Source: an optimization exercise on an open RTL-to-GDS flow (aim: small area, a short achievable clock period and few clock cycles). Production flows keep margins and buffers that such runs may drop.
The RTL was checked by simulation tests, not by an equivalence proof against the original design.
No activity file was given, so power comes from the tool's default toggle rates.

== run A ==
Design hall_engine, start of the top module:
module hall_engine (
    input  wire        clk,
    input  wire        rst,
    input  wire        ev_valid,
    input  wire [1:0]  ev_kind,       
    input  wire [31:0] ev_cmd,
    output wire        ev_ready,
    output reg         rsp_valid,
    output wire [31:0] rsp_result,
    output wire [7:0]  rsp_status,
    output wire        bus_valid,
    output reg         bus_write,
    output reg  [7:0]  bus_addr,
    output reg  [7:0]  bus_wdata,
    output wire [4:0]  bus_len,
    input  wire        bus_ready,
    input  wire        bus_ack,
    input  wire [23:0] bus_rdata,
    output wire        irq_request,
    input  wire        irq_grant,
    output reg         irq_release,
    output reg         sched_valid,
    output wire [15:0] sched_ms,
    output reg         cancel_valid,
    output reg         pub_valid,
    output wire [1:0]  pub_zone,
    output reg         log_valid,
    output wire [2:0]  log_code,
    output reg         alive,
    output reg         dead
);
    localparam [7:0] ADDR_ID      = 8'h00;
    localparam [7:0] ID_VALUE     = 8'h5A;
    localparam [7:0] SAMPLE_ADDR  = 8'h10;
    localparam [7:0] ADDR_INTSRS  = 8'h20;
    localparam [7:0] ADDR_HTH_H   = 8'h21;
    localparam [7:0] ADDR_LATCH   = 8'h25;
    localparam [7:0] ADDR_OPF     = 8'h30;
    localparam [7:0] ADDR_SRST    = 8'h3F;
    localparam [15:0] DELAY_MIN   = 16'd10;
    localparam [15:0] DELAY_RESET = 16'd200;
    localparam [1:0]  ZONE_A = 2'd0, ZONE_B = 2'd1, ZONE_C = 2'd2;
    localparam [2:0] ST_OK = 3'd0, ST_TRANSPORT = 3'd1, ST_IRQATTACH = 3'd3,
                     ST_CAL = 3'd5, ST_ILLEGAL = 3'd6;
    localparam [4:0]
  ...
Size in the first run: ~160 I/O pins, roughly 18,000 µm² of cells after synthesis.
export LEC_CHECK = 0
export CAP_MARGIN = 20
export CORE_MARGIN = 2
export CORE_UTILIZATION = 40
export SLEW_MARGIN = 20
create_clock -name core_clock -period 10.0 [get_ports {clk}]
standard.sh (not shown) runs the stock make flow with config.mk's settings and CLKGATE_MAP_FILE= SYNTH_SCRIPT=/design/flow/synth_recipe.tcl, a recipe that flattens the netlist after the stock synthesis.
==> flow/flow/run.sh <==
#!/bin/bash
# Layout: the standard flow (standard synthesis unchanged) with plain buffers on the
# ports and a larger setup margin for the resizer's timing repair. Each step's output goes
# to a log of its own.
set -euo pipefail
bash standard.sh synth > synth.log 2>&1
bash standard.sh finish SETUP_SLACK_MARGIN=6.4 "BUFFER_PORTS_ARGS=-buffer_cell sky130_fd_sc_hd__buf_1" > layout.log 2>&1
Run A has completed all stages; timing, DRC and antenna checks passed.
Testbench counts of run A, summed over its fixed seeds: cycles 11,798.
The following lists how run B was set up differently from run A:
-- flow/flow/run.sh --
<<< run A, line 7
bash standard.sh finish SETUP_SLACK_MARGIN=6.4 "BUFFER_PORTS_ARGS=-buffer_cell sky130_fd_sc_hd__buf_1" > layout.log 2>&1
>>> run B, line 7
bash standard.sh finish SETUP_SLACK_MARGIN=6.75 "BUFFER_PORTS_ARGS=-buffer_cell sky130_fd_sc_hd__buf_4" > layout.log 2>&1
==> comparison <==
Against run A, run B comes in about 4% higher on cell area after placement. Register bit count reported by yosys across run A and run B: no real change. Combined buffer and inverter count along the critical path, run A and run B, lower one = run A. Cmp run A and run B / wire length on met2 / lower: run A. Run B vs run A, number of vias after detailed routing went up by 2.8%.
--- input diff run B..run C ---
-- flow/flow/run.sh --
<<< run B, line 7
bash standard.sh finish SETUP_SLACK_MARGIN=6.75 "BUFFER_PORTS_ARGS=-buffer_cell sky130_fd_sc_hd__buf_4" > layout.log 2>&1
>>> run C, line 7
bash standard.sh finish SETUP_SLACK_MARGIN=6.5 "BUFFER_PORTS_ARGS=-buffer_cell sky130_fd_sc_hd__buf_4" > layout.log 2>&1
--- outcome ---
Run C went all the way through the flow, and no timing, DRC or antenna check failed. Run B ended with every stage complete and zero timing, DRC or antenna violations. From run B to run C the numbers moved as follows: total power has decreased; worst-margin pin slew shows a reduction of 0.18 ns; part of the total power dissipated in the clock network has decreased; detailed-route wire length on metal 1 has remained practically unchanged.
--- input diff run C..run D ---
-- flow/flow/run.sh --
<<< run C, line 7
bash standard.sh finish SETUP_SLACK_MARGIN=6.5 "BUFFER_PORTS_ARGS=-buffer_cell sky130_fd_sc_hd__buf_4" > layout.log 2>&1
>>> run D, line 7
bash standard.sh finish SETUP_SLACK_MARGIN=6.5 "BUFFER_PORTS_ARGS=-buffer_cell sky130_fd_sc_hd__buf_1" > layout.log 2>&1
--- outcome ---
Run D: flow completed, timing, DRC and antenna clean. Between run C and run D, the difference in sequential cell area is negligible. Between run C and run D, the flop-to-flop setup slack is lower for run D. In the reports for run C and run D, the larger total track usage belongs to run C. Compared with run C, run D shows a higher number of clock-tree buffers in the layout. From run C to run D the numbers moved as follows: post-route non-filler standard cell count climbed 10, clock tree buffer depth barely changed, total met2 wirelength after detailed routing dropped 0.89%. For the non-clock buffer contribution to total cell area, run D came in 1.7 points lower than run C did.
Here is what was changed in the inputs of run E compared with run D.
-- flow/flow/run.sh --
<<< run D, line 7
bash standard.sh finish SETUP_SLACK_MARGIN=6.5 "BUFFER_PORTS_ARGS=-buffer_cell sky130_fd_sc_hd__buf_1" > layout.log 2>&1
>>> run E, line 7
bash standard.sh finish SETUP_SLACK_MARGIN=6.25 "BUFFER_PORTS_ARGS=-buffer_cell sky130_fd_sc_hd__buf_1" > layout.log 2>&1
## What came out
Worst supply voltage drop on vdd, run D and run E: higher on run E
Total detailed-routing wirelength went down slightly going from run D to run E.
Count of clock-buffer cells in the layout came out lower on run E than on run D.
Run D → run E: routing usage on met3 higher, relative area change from synthesis to final layout now smaller.

* * *

Setup of run 4:
hall_engine, a different RTL version from the one above (not shown whole).
Size: about 2,300 cells after synthesis, roughly 230 flip-flops, roughly 160 I/O pins, ~18,000 um^2 of cells after synthesis.
Settings: LEC_CHECK=0, CAP_MARGIN=20, CORE_MARGIN=2, CORE_UTILIZATION=40, SLEW_MARGIN=20; clock period 10.0 ns.
==> flow/flow/run.sh <==
#!/bin/bash
# Layout: the standard flow (standard synthesis unchanged) with plain buffers on the
# ports and a larger setup margin for the resizer's timing repair. Each step's output goes
# to a log of its own.
set -euo pipefail
bash standard.sh synth > synth.log 2>&1
bash standard.sh finish SETUP_SLACK_MARGIN=7 "BUFFER_PORTS_ARGS=-buffer_cell sky130_fd_sc_hd__buf_4" > layout.log 2>&1
Testbench counts of run 4, summed over its fixed seeds: cycles 11,798.
#### Input delta (run 2 over run 4)
-- flow/flow/run.sh --
<<< run 4, line 6
bash standard.sh synth > synth.log 2>&1
bash standard.sh finish SETUP_SLACK_MARGIN=7 "BUFFER_PORTS_ARGS=-buffer_cell sky130_fd_sc_hd__buf_4" > layout.log 2>&1
>>> run 2, line 6
bash standard.sh synth > synth.log 2>&1
bash standard.sh finish SETUP_SLACK_MARGIN=6.5 "BUFFER_PORTS_ARGS=-buffer_cell sky130_fd_sc_hd__buf_4" > layout.log 2>&1
## What came out
- Run 2 was carried through to the last stage, and its layout satisfied the timing, DRC and antenna checks.
- Going from run 4 to run 2, worst setup margin grows by 0.043 ns.
- Overall fraction of global-route tracks in use: run 2 < run 4
- In run 2 the number of buffers inserted during clock tree synthesis turned out 3.4% higher than in run 4.

afterwards: timing with drivers on the ports:
The results above use ideal ports. As a check the final layouts listed here were re-extracted and re-timed, cells and wires unchanged. Step 1 (the two cells are an assumption about what drives the block):
set clk [get_ports {clk}]
set_driving_cell -lib_cell sky130_fd_sc_hd__clkbuf_16 $clk
set_driving_cell -lib_cell sky130_fd_sc_hd__buf_2 [delete_from_list [all_inputs] $clk]
Step 2 times the ports against the registers' clock, not the clock port: input delays grow and output delays shrink by t, the midpoint of the rising clock arrivals with the driver on. Slacks: ideal / step 1 / step 2; pairs: ideal / step 1.
run	shift t [ns]	slack for setup (ns)	worst data-port slew with drivers (ns)
run A	0.625	6.417 / 6.366 / 5.827	0.04
run B	0.633	6.488 / 6.437 / 5.889	0.18
run C	0.632	6.416 / 6.362 / 5.917	0.17
run D	0.637	6.442 / 6.395 / 5.814	0.07
run E	0.647	6.277 / 6.276 / 5.668	0.05
run 4	0.620	6.274 / 6.274 / 5.776	0.15
run 2	0.628	6.317 / 6.317 / 5.725	0.05
After both steps setup and hold are still met in every run listed. The setup slack of run D, which loses most, moves by -0.047 ns with the drivers and by -0.628 ns with both steps.
